From an optimization exercise on the open Yosys and OpenROAD flow, aimed at small area, a short achievable clock period and few clock cycles per item; shortcuts taken in it are not production practice. In this exercise RTL edits were held to simulation tests only and were not proved equivalent to the original. No activity file was given, so power comes from the tool's default toggle rates.

## exp/ember
Design ddc_decoder, start of the top module:
module ddc_decoder (
    input  wire        clk,
    input  wire        rst,               
    input  wire [1:0]  cfg_channels,      
    input  wire [5:0]  cfg_block_bits,    
    input  wire [5:0]  cfg_bpc0,          
    input  wire [5:0]  cfg_bpc1,
    input  wire [5:0]  cfg_bpc2,
    input  wire [5:0]  cfg_bpm0,          
    input  wire [5:0]  cfg_bpm1,
    input  wire [5:0]  cfg_bpm2,
    input  wire        cfg_high_adaptive,
    input  wire [14:0] cfg_chunk_size,    
    input  wire        cmd_valid,
    input  wire [1:0]  cmd_op,            
    input  wire [31:0] cmd_count,
    output reg         busy,
    output wire        src_req,
    output wire [15:0] src_chunk,
    output wire [14:0] src_off,
    input  wire        src_ack,
    input  wire [7:0]  src_data,
    output reg         frm_valid,
    output wire [63:0] frm_data,
    input  wire        frm_ready
);
    localparam P_RUN  = 2'd0,
               P_METH = 2'd1,
               P_BASE = 2'd2,
               P_CHAN = 2'd3;
    reg [1:0]  phase;
    reg [1:0]  c;
    reg        first_frame;
    reg [31:0] remaining;       
    reg        active;          
    reg [31:0] run_left;        
    reg        run_zero;        
    reg [5:0]  width  [0:2];
    reg [31:0] base   [0:2];
    reg        adapt  [0:2];
    reg [63:0] out_acc;
    reg [5:0]  cnt;             
    reg [5:0]  n_r;             
  ...
Size: about 3400 cells after synthesis, about 210 I/O pins, about 31000 µm² of cells after synthesis.
Settings: LEC_CHECK=0, CAP_MARGIN=20, CORE_MARGIN=2, CORE_UTILIZATION=40, CTS_CLUSTER_DIAMETER=80, CTS_CLUSTER_SIZE=30, PLACE_DENSITY=0.6, SETUP_SLACK_MARGIN=5, SLEW_MARGIN=20, TNS_END_PERCENT=0; clock period 12.0 ns.
standard.sh (not shown) runs the stock make flow with config.mk's settings and CLKGATE_MAP_FILE= SYNTH_SCRIPT=/design/flow/synth_recipe.tcl, a recipe that flattens the netlist after the stock synthesis.
==> flow/flow/run.sh <==
#!/bin/bash
set -euo pipefail
MARGIN=$(cat flow/setup_margin)
export BUFFER_PORTS_ARGS="-buffer_cell $(cat flow/port_buffer)"
sed -E "s/SETUP_SLACK_MARGIN=[0-9.]+/SETUP_SLACK_MARGIN=${MARGIN}/" standard.sh > standard_margin.sh
grep -q "SETUP_SLACK_MARGIN=${MARGIN}" standard_margin.sh
bash standard_margin.sh > make_flow.log 2>&1 || { tail -40 make_flow.log; exit 1; }
grep -q "Inserted .* $(cat flow/port_buffer) input buffers" orfs/logs/*/ddc_decoder/base/3_3_place_gp.log
tail -5 make_flow.log
==> flow/flow/port_buffer <==
sky130_fd_sc_hd__buf_1
==> flow/flow/setup_margin <==
8.5
In summary, exp/ember completed successfully, with a layout that passed the timing, DRC and antenna checks.
Testbench counts of exp/ember, summed over its fixed seeds: cycles 96,132, frames 28,800.
Modified inputs, exp/yarrow compared to exp/ember
==> flow/flow/setup_margin <==
7.3
==> comparison <==
Lower longest individual stage delay on the worst path was reported by exp/ember, not exp/yarrow. Delta (exp/yarrow minus exp/ember): worst setup slack shows a reduction of 0.33 ns, routing usage on met3 shows no meaningful change.
Here is what was changed in the inputs of exp/garnet compared with exp/yarrow.
==> flow/flow/setup_margin <==
7.7
Taking exp/yarrow as the reference, in exp/garnet clock period minus worst slack fell 0.27 ns; via density per instance saw an increase; share of power burned in the clock network lower.

* * *

== run 1 ==
Another version of the RTL of ddc_decoder (not shown whole).
Size in the first run: roughly 3200 cells after synthesis, ~410 flip-flops, about 210 I/O pins.
export LEC_CHECK = 0
export CAP_MARGIN = 20
export CORE_MARGIN = 2
export CORE_UTILIZATION = 40
export CTS_CLUSTER_DIAMETER = 80
export CTS_CLUSTER_SIZE = 30
export PLACE_DENSITY = 0.6
export SETUP_SLACK_MARGIN = 5
export SLEW_MARGIN = 20
export TNS_END_PERCENT = 0
create_clock -name core_clock -period 12.0 [get_ports {clk}]
==> flow/flow/setup_margin <==
8.0
Scripts as last shown in full above: flow/flow/run.sh, flow/flow/port_buffer
Run 1 | stages: all done | timing, DRC, antenna: all pass
Testbench counts of run 1, summed over its fixed seeds: cycles 101,242, frames 28,800.
--- input diff run 1..run 2 ---
- PLACE_DENSITY changed from 0.6 to 0.65
- CORE_UTILIZATION changed from 40 to 50
==> flow/flow/setup_margin <==
8.5
==> results.txt <==
Final period utilization: run 2 higher than run 1
Run 2 and run 1 ended up with nearly the same power density of the placed cells.
Run 2 vs run 1, worst-path cell with the longest stage delay: sky130_fd_sc_hd__nor2_1 vs sky130_fd_sc_hd__a21oi_1
Compared to run 1, run 2 was floorplanned on a smaller die.
Higher worst setup slack was reported by run 1, not run 2.
Here is what was changed in the inputs of run 3 compared with run 2.
- PLACE_DENSITY: 0.65 -> 0.6
- CORE_UTILIZATION: 50 -> 40
==> flow/flow/setup_margin <==
7.7
### Flow results
- Delta(signed area change from the synthesized netlist to the final layout, run 3 - run 2) > 0
- Run 3 vs. run 2: via count dropped 712, worst setup slack climbed 0.083 ns, combinational power dropped about 3%, worst supply voltage drop on vdd climbed 1.6%.
The following lists how run 4 was set up differently from run 3:
==> flow/flow/setup_margin <==
7.5
### Flow results
Multiplexer area fraction after synthesis: run 4 vs run 3 — no meaningful difference
[diff] switching power, run 4 relative to run 3: improvement
Run 3 -> run 4: post-route non-filler standard cell count decreased slightly
## Diff of input files: run 5 against run 4
==> flow/flow/setup_margin <==
7.3
- Run 4 has a lower setup slack after placement than run 5.
- Run 4 → run 5: maximum fanout count along the critical path held steady, worst hold slack shrank by 0.0036 ns, final non-filler cell total lower.
- Going from run 4 to run 5, number of nets in the finished design shrinks by 21.
- Run 5 ends up with lower total length of routed wires than run 4 does.
- Run 5 has switching power share of the total below what run 4 had.

* * *

06-23:
Another version of the RTL of ddc_decoder (not shown whole).
Size in the first run: ~3300 cells after synthesis, roughly 390 flip-flops, about 210 I/O pins, roughly 0.030 mm² of cells after synthesis.
==> flow/design.v (excerpt) <==
module ddc_decoder (
    input  wire        clk,
    input  wire        rst,               
    input  wire [1:0]  cfg_channels,      
    input  wire [5:0]  cfg_block_bits,    
    input  wire [5:0]  cfg_bpc0,          
    input  wire [5:0]  cfg_bpc1,
    input  wire [5:0]  cfg_bpc2,
    input  wire [5:0]  cfg_bpm0,          
    input  wire [5:0]  cfg_bpm1,
    input  wire [5:0]  cfg_bpm2,
    input  wire        cfg_high_adaptive,
    input  wire [14:0] cfg_chunk_size,    
    input  wire        cmd_valid,
    input  wire [1:0]  cmd_op,            
    input  wire [31:0] cmd_count,
    output reg         busy,
    output wire        src_req,
    output wire [15:0] src_chunk,
    output wire [14:0] src_off,
    input  wire        src_ack,
    input  wire [7:0]  src_data,
    output reg         frm_valid,
    output wire [63:0] frm_data,
    input  wire        frm_ready
);
==> flow/config.mk <==
export PLATFORM = sky130hd
export DESIGN_NAME = ddc_decoder
export DESIGN_NICKNAME = ddc_decoder
export VERILOG_FILES = /design/flow/design.v
export SDC_FILE = /design/flow/constraint.sdc
export NUM_CORES = 4
export LEC_CHECK = 0
export CAP_MARGIN = 20
export CORE_MARGIN = 2
export CORE_UTILIZATION = 55
export PLACE_DENSITY = 0.7
export SETUP_SLACK_MARGIN = 5
export SLEW_MARGIN = 20
==> flow/constraint.sdc <==
create_clock -name core_clock -period 12.0 [get_ports {clk}]
set_input_delay 2.4000 -clock core_clock [delete_from_list [all_inputs] [get_ports {clk}]]
set_output_delay 2.4000 -clock core_clock [all_outputs]
set_load 0.01 [all_outputs]
run.sh (not shown) runs the stock make flow with config.mk's settings and CLKGATE_MAP_FILE= SYNTH_SCRIPT=/design/flow/synth_recipe.tcl, a recipe that flattens the netlist after the stock synthesis.
Stock flow here: none of the scripts above is used.
Testbench counts of 06-23, summed over its fixed seeds: cycles 100,371, frames 28,800.
What 04-27 does differently from 06-23 at the input level:
Settings: PLACE_DENSITY: 0.7 -> 0.6; CORE_UTILIZATION: 55 -> 40; SETUP_SLACK_MARGIN: 5 -> unset.
- 06-23 → 04-27: non-clock buffer count +13; share of cell area taken by flip-flops and latches -0.61 points; final critical-path required period -0.21 ns.
- Detailed-routing wirelength on met1 in 04-27 vs 06-23: up about 10%
- 06-23 has a higher share of power burned in combinational logic than 04-27.
- The higher final area of 06-23 and 04-27 is in 04-27.
- Comparing 06-23 with 04-27, the sequential power came out essentially unchanged.
- Diff 04-27..06-23 | clock slew seen by the registers of the worst setup and hold paths | negligible
- CTS buffer count is higher on 04-27
- 04-27 against 06-23; leakage power figure is up slightly.

* * *

wip/pepper:
RTL: one of the versions met above, not the one the previous note started from.
Size in the first run: ~410 flip-flops, about 210 I/O pins, about 29,000 um2 of cells after synthesis.
## ddc_decoder
module ddc_decoder (
    input  wire        clk,
    input  wire        rst,               
    input  wire [1:0]  cfg_channels,      
    input  wire [5:0]  cfg_block_bits,    
    input  wire [5:0]  cfg_bpc0,          
    input  wire [5:0]  cfg_bpc1,
    input  wire [5:0]  cfg_bpc2,
    input  wire [5:0]  cfg_bpm0,          
    input  wire [5:0]  cfg_bpm1,
    input  wire [5:0]  cfg_bpm2,
    input  wire        cfg_high_adaptive,
    input  wire [14:0] cfg_chunk_size,    
    input  wire        cmd_valid,
    input  wire [1:0]  cmd_op,            
    input  wire [31:0] cmd_count,
    output reg         busy,
    output wire        src_req,
    output wire [15:0] src_chunk,
    output wire [14:0] src_off,
    input  wire        src_ack,
    input  wire [7:0]  src_data,
    output reg         frm_valid,
    output wire [63:0] frm_data,
    input  wire        frm_ready
);
    localparam P_RUN  = 2'd0,
               P_METH = 2'd1,
               P_BASE = 2'd2,
               P_CHAN = 2'd3;
    reg [1:0]  phase;
    reg [1:0]  c;
    reg        first_frame;
    reg [31:0] remaining;       
    reg        active;          
    reg [31:0] run_left;        
    reg        run_zero;        
    reg [5:0]  width  [0:2];
    reg [31:0] base   [0:2];
    reg        adapt  [0:2];
    reg [63:0] out_acc;
    reg [5:0]  cnt;             
    reg [5:0]  n_r;             
    reg signed [6:0] pos;       
    reg [31:0] fld;             
    reg        fld_top;         
  ...
==> flow/config.mk <==
export PLATFORM = sky130hd
export DESIGN_NAME = ddc_decoder
export DESIGN_NICKNAME = ddc_decoder
export VERILOG_FILES = /design/flow/design.v
export SDC_FILE = /design/flow/constraint.sdc
export NUM_CORES = 4
export LEC_CHECK = 0
export CAP_MARGIN = 20
export CORE_MARGIN = 2
export CORE_UTILIZATION = 40
export CTS_CLUSTER_DIAMETER = 80
export CTS_CLUSTER_SIZE = 30
export PLACE_DENSITY = 0.6
export SETUP_SLACK_MARGIN = 5
export SLEW_MARGIN = 20
export TNS_END_PERCENT = 0
==> flow/constraint.sdc <==
create_clock -name core_clock -period 12.0 [get_ports {clk}]
set_input_delay 2.4000 -clock core_clock [delete_from_list [all_inputs] [get_ports {clk}]]
set_output_delay 2.4000 -clock core_clock [all_outputs]
set_load 0.01 [all_outputs]
standard.sh (not shown) runs the stock make flow with config.mk's settings and CLKGATE_MAP_FILE= SYNTH_SCRIPT=/design/flow/synth_recipe.tcl, a recipe that flattens the netlist after the stock synthesis.
==> flow/flow/run.sh <==
#!/bin/bash
set -euo pipefail
MARGIN=$(cat flow/setup_margin)
sed -E "s/SETUP_SLACK_MARGIN=[0-9.]+/SETUP_SLACK_MARGIN=${MARGIN}/" standard.sh > standard_margin.sh
grep -q "SETUP_SLACK_MARGIN=${MARGIN}" standard_margin.sh
bash standard_margin.sh > make_flow.log 2>&1 || { tail -40 make_flow.log; exit 1; }
tail -5 make_flow.log
==> flow/flow/setup_margin <==
8.5
wip/pepper completed end to end with timing, DRC and antenna clean.
Testbench counts of wip/pepper, summed over its fixed seeds: cycles 101,242, frames 28,800.
Here is what was changed in the inputs of wip/ember compared with wip/pepper.
diff --git a/flow/flow/run.sh b/flow/flow/run.sh
--- a/flow/flow/run.sh
+++ b/flow/flow/run.sh
@@ -3,0 +4 @@
+export BUFFER_PORTS_ARGS="-buffer_cell $(cat flow/port_buffer)"
@@ -6,0 +8 @@
+grep -q "Inserted .* $(cat flow/port_buffer) input buffers" orfs/logs/*/ddc_decoder/base/3_3_place_gp.log
==> flow/flow/port_buffer (new file) <==
sky130_fd_sc_hd__buf_1
- As of wip/ember, number of clock-tree buffers in the layout had risen by a few percent compared to wip/pepper.
- nand2_1 as the most frequent standard cell in the layout excluding fill and tap cells was reported by wip/ember, and mux2i_1 by wip/pepper.
- Every stage of the flow completed for wip/ember, and the final layout passed the timing, DRC and antenna checks.
- Relative to wip/pepper, worst slack on hold paths has gone down in wip/ember.
- Number of clock sinks seen by CTS delta (wip/pepper -> wip/ember): insignificant
- From wip/pepper to wip/ember the numbers moved as follows: fmax shows an increase of 5.5%; global-route usage shows a reduction of 0.87 points.
Setup changes, wip/ember to wip/maple
Settings: CTS_CLUSTER_DIAMETER removed (was 80); CTS_CLUSTER_SIZE removed (was 30).
diff --git a/flow/flow/run.sh b/flow/flow/run.sh
--- a/flow/flow/run.sh
+++ b/flow/flow/run.sh
@@ -4 +3,0 @@
-export BUFFER_PORTS_ARGS="-buffer_cell $(cat flow/port_buffer)"
@@ -8 +6,0 @@
-grep -q "Inserted .* $(cat flow/port_buffer) input buffers" orfs/logs/*/ddc_decoder/base/3_3_place_gp.log
removed: flow/flow/port_buffer
Results
Compared with wip/ember, wip/maple shows a relative area change from synthesis to final layout that is 5.4 points higher.
NOTE: global-route track usage on met3 in wip/maple falls short of that of wip/ember
Against wip/ember, wip/maple reports a total of clock buffers placed in the layout that is higher.
Of wip/maple and wip/ember, the lower arrival time at the worst endpoint belongs to wip/maple.
Final standard cell area without fillers: wip/maple > wip/ember
Across both runs, switching power as a share of total power was lower for wip/maple than for wip/ember.
Comparing wip/ember with wip/maple, the multi-input logic cell count came out essentially unchanged.
For final hold slack, wip/maple and wip/ember come out practically identical.
Relative to wip/ember, the ratio of final minimum period to clock period of wip/maple is higher by 1.4 points.
Higher worst stage delay on the critical path was reported by wip/maple, not wip/ember.
wip/maple ended up with a lower number of post-CTS setup repair buffers than wip/ember did.
> inputs changed (wip/maple -> wip/sierra)
Settings: setting CTS_CLUSTER_DIAMETER to 80 for the first time; setting CTS_CLUSTER_SIZE to 30 for the first time; setting CTS_BUF_LIST to sky130_fd_sc_hd__clkbuf_8 sky130_fd_sc_hd__clkbuf_16 for the first time.
diff --git a/flow/flow/run.sh b/flow/flow/run.sh
--- a/flow/flow/run.sh
+++ b/flow/flow/run.sh
@@ -3,0 +4 @@
+export BUFFER_PORTS_ARGS="-buffer_cell $(cat flow/port_buffer)"
@@ -6,0 +8 @@
+grep -q "Inserted .* $(cat flow/port_buffer) input buffers" orfs/logs/*/ddc_decoder/base/3_3_place_gp.log
==> flow/flow/port_buffer (new file) <==
sky130_fd_sc_hd__buf_1
==> flow/flow/setup_margin <==
7.7
Results
wip/maple → wip/sierra: routed wire length on met3 fell by about 15%; global-route wire length before repair fell by about 8%. The number of signal-net buffers in the layout in wip/sierra sits 25 below the value recorded for wip/maple. base[2][2] as the last element of the critical path was reported by wip/maple, and out_acc[24] by wip/sierra. Per the comparison of wip/sierra with wip/maple, post-layout total power now sits lower; multi-input logic area shrank by about 1.4%; core utilization fell by 3.5 points; first-iteration DRC count shows a reduction of about 2.5%. Clock period minus worst slack: wip/sierra < wip/maple. Sequential power share for wip/sierra is higher than for wip/maple.
diff inputs: wip/sierra => wip/fjord
Settings: CAP_MARGIN now 10, was 20; SLEW_MARGIN now 10, was 20; CTS_BUF_LIST no longer set, was sky130_fd_sc_hd__clkbuf_8 sky130_fd_sc_hd__clkbuf_16.
==> comparison <==
- wip/fjord vs. wip/sierra: worst reg-to-reg setup slack comparable, number of detailed-route iterations in the first pass now smaller, routed wire length comparable, non-clock buffer count now smaller, post-layout minimum cycle time comparable.
- Final hold slack delta (wip/sierra -> wip/fjord): insignificant
- | maximum vdd ir drop | wip/sierra vs wip/fjord | ≈ equal |

==> static timing again, ports no longer ideal <==
The flow's constraints put no driver on any port. The routed layouts listed below were extracted and timed again, unchanged, in two steps.
Step 1 sets driving cells, clkbuf_16 on the clock port and buf_2 on the other inputs (assumed; they add their load-dependent delay and slew).
Step 2 moves the port delays by t, midway between the first and last clock arrival at a register: inputs arrive t later, outputs are due t later. That takes back most of the time a late clock gives input paths.
Three values: ideal, step 1, step 2; two values: the first two.
run | t (ns) | slack for setup (ns) | worst hold slack (ns) | worst setup path at the end
exp/ember | 0.686 | 7.462 / 7.462 / 6.942 | 0.474 / 0.474 / 0.474 | input to register
exp/yarrow | 0.685 | 7.134 / 7.134 / 6.787 | 0.466 / 0.466 / 0.466 | input to register
exp/garnet | 0.679 | 7.401 / 7.401 / 6.940 | 0.465 / 0.465 / 0.465 | input to register
run 1 | 0.697 | 7.651 / 7.651 / 7.178 | 0.476 / 0.476 / 0.476 | input to register
run 2 | 0.675 | 7.478 / 7.478 / 7.021 | 0.488 / 0.488 / 0.488 | input to register
run 3 | 0.700 | 7.560 / 7.560 / 7.092 | 0.483 / 0.483 / 0.483 | input to register
run 4 | 0.692 | 7.339 / 7.339 / 6.866 | 0.480 / 0.480 / 0.480 | input to register
run 5 | 0.689 | 7.244 / 7.244 / 6.822 | 0.476 / 0.476 / 0.476 | input to register
06-23 | 0.662 | 5.457 / 5.457 / 4.983 | 0.479 / 0.479 / 0.479 | input to register
04-27 | 0.678 | 5.664 / 5.664 / 5.111 | 0.480 / 0.480 / 0.480 | input to register
wip/pepper | 0.686 | 7.413 / 7.413 / 6.873 | 0.481 / 0.481 / 0.481 | input to register
wip/ember | 0.697 | 7.651 / 7.651 / 7.178 | 0.476 / 0.476 / 0.476 | input to register
wip/maple | 0.664 | 7.488 / 7.488 / 6.965 | 0.475 / 0.475 / 0.475 | input to register
wip/sierra | 0.700 | 7.560 / 7.560 / 7.092 | 0.483 / 0.483 / 0.483 | input to register
wip/fjord | 0.696 | 7.563 / 7.563 / 7.083 | 0.483 / 0.483 / 0.483 | input to register
After both steps every run listed still meets setup and hold. The setup slack of 04-27, which loses most, moves by 0.000 ns with the drivers and by -0.553 ns with both steps.
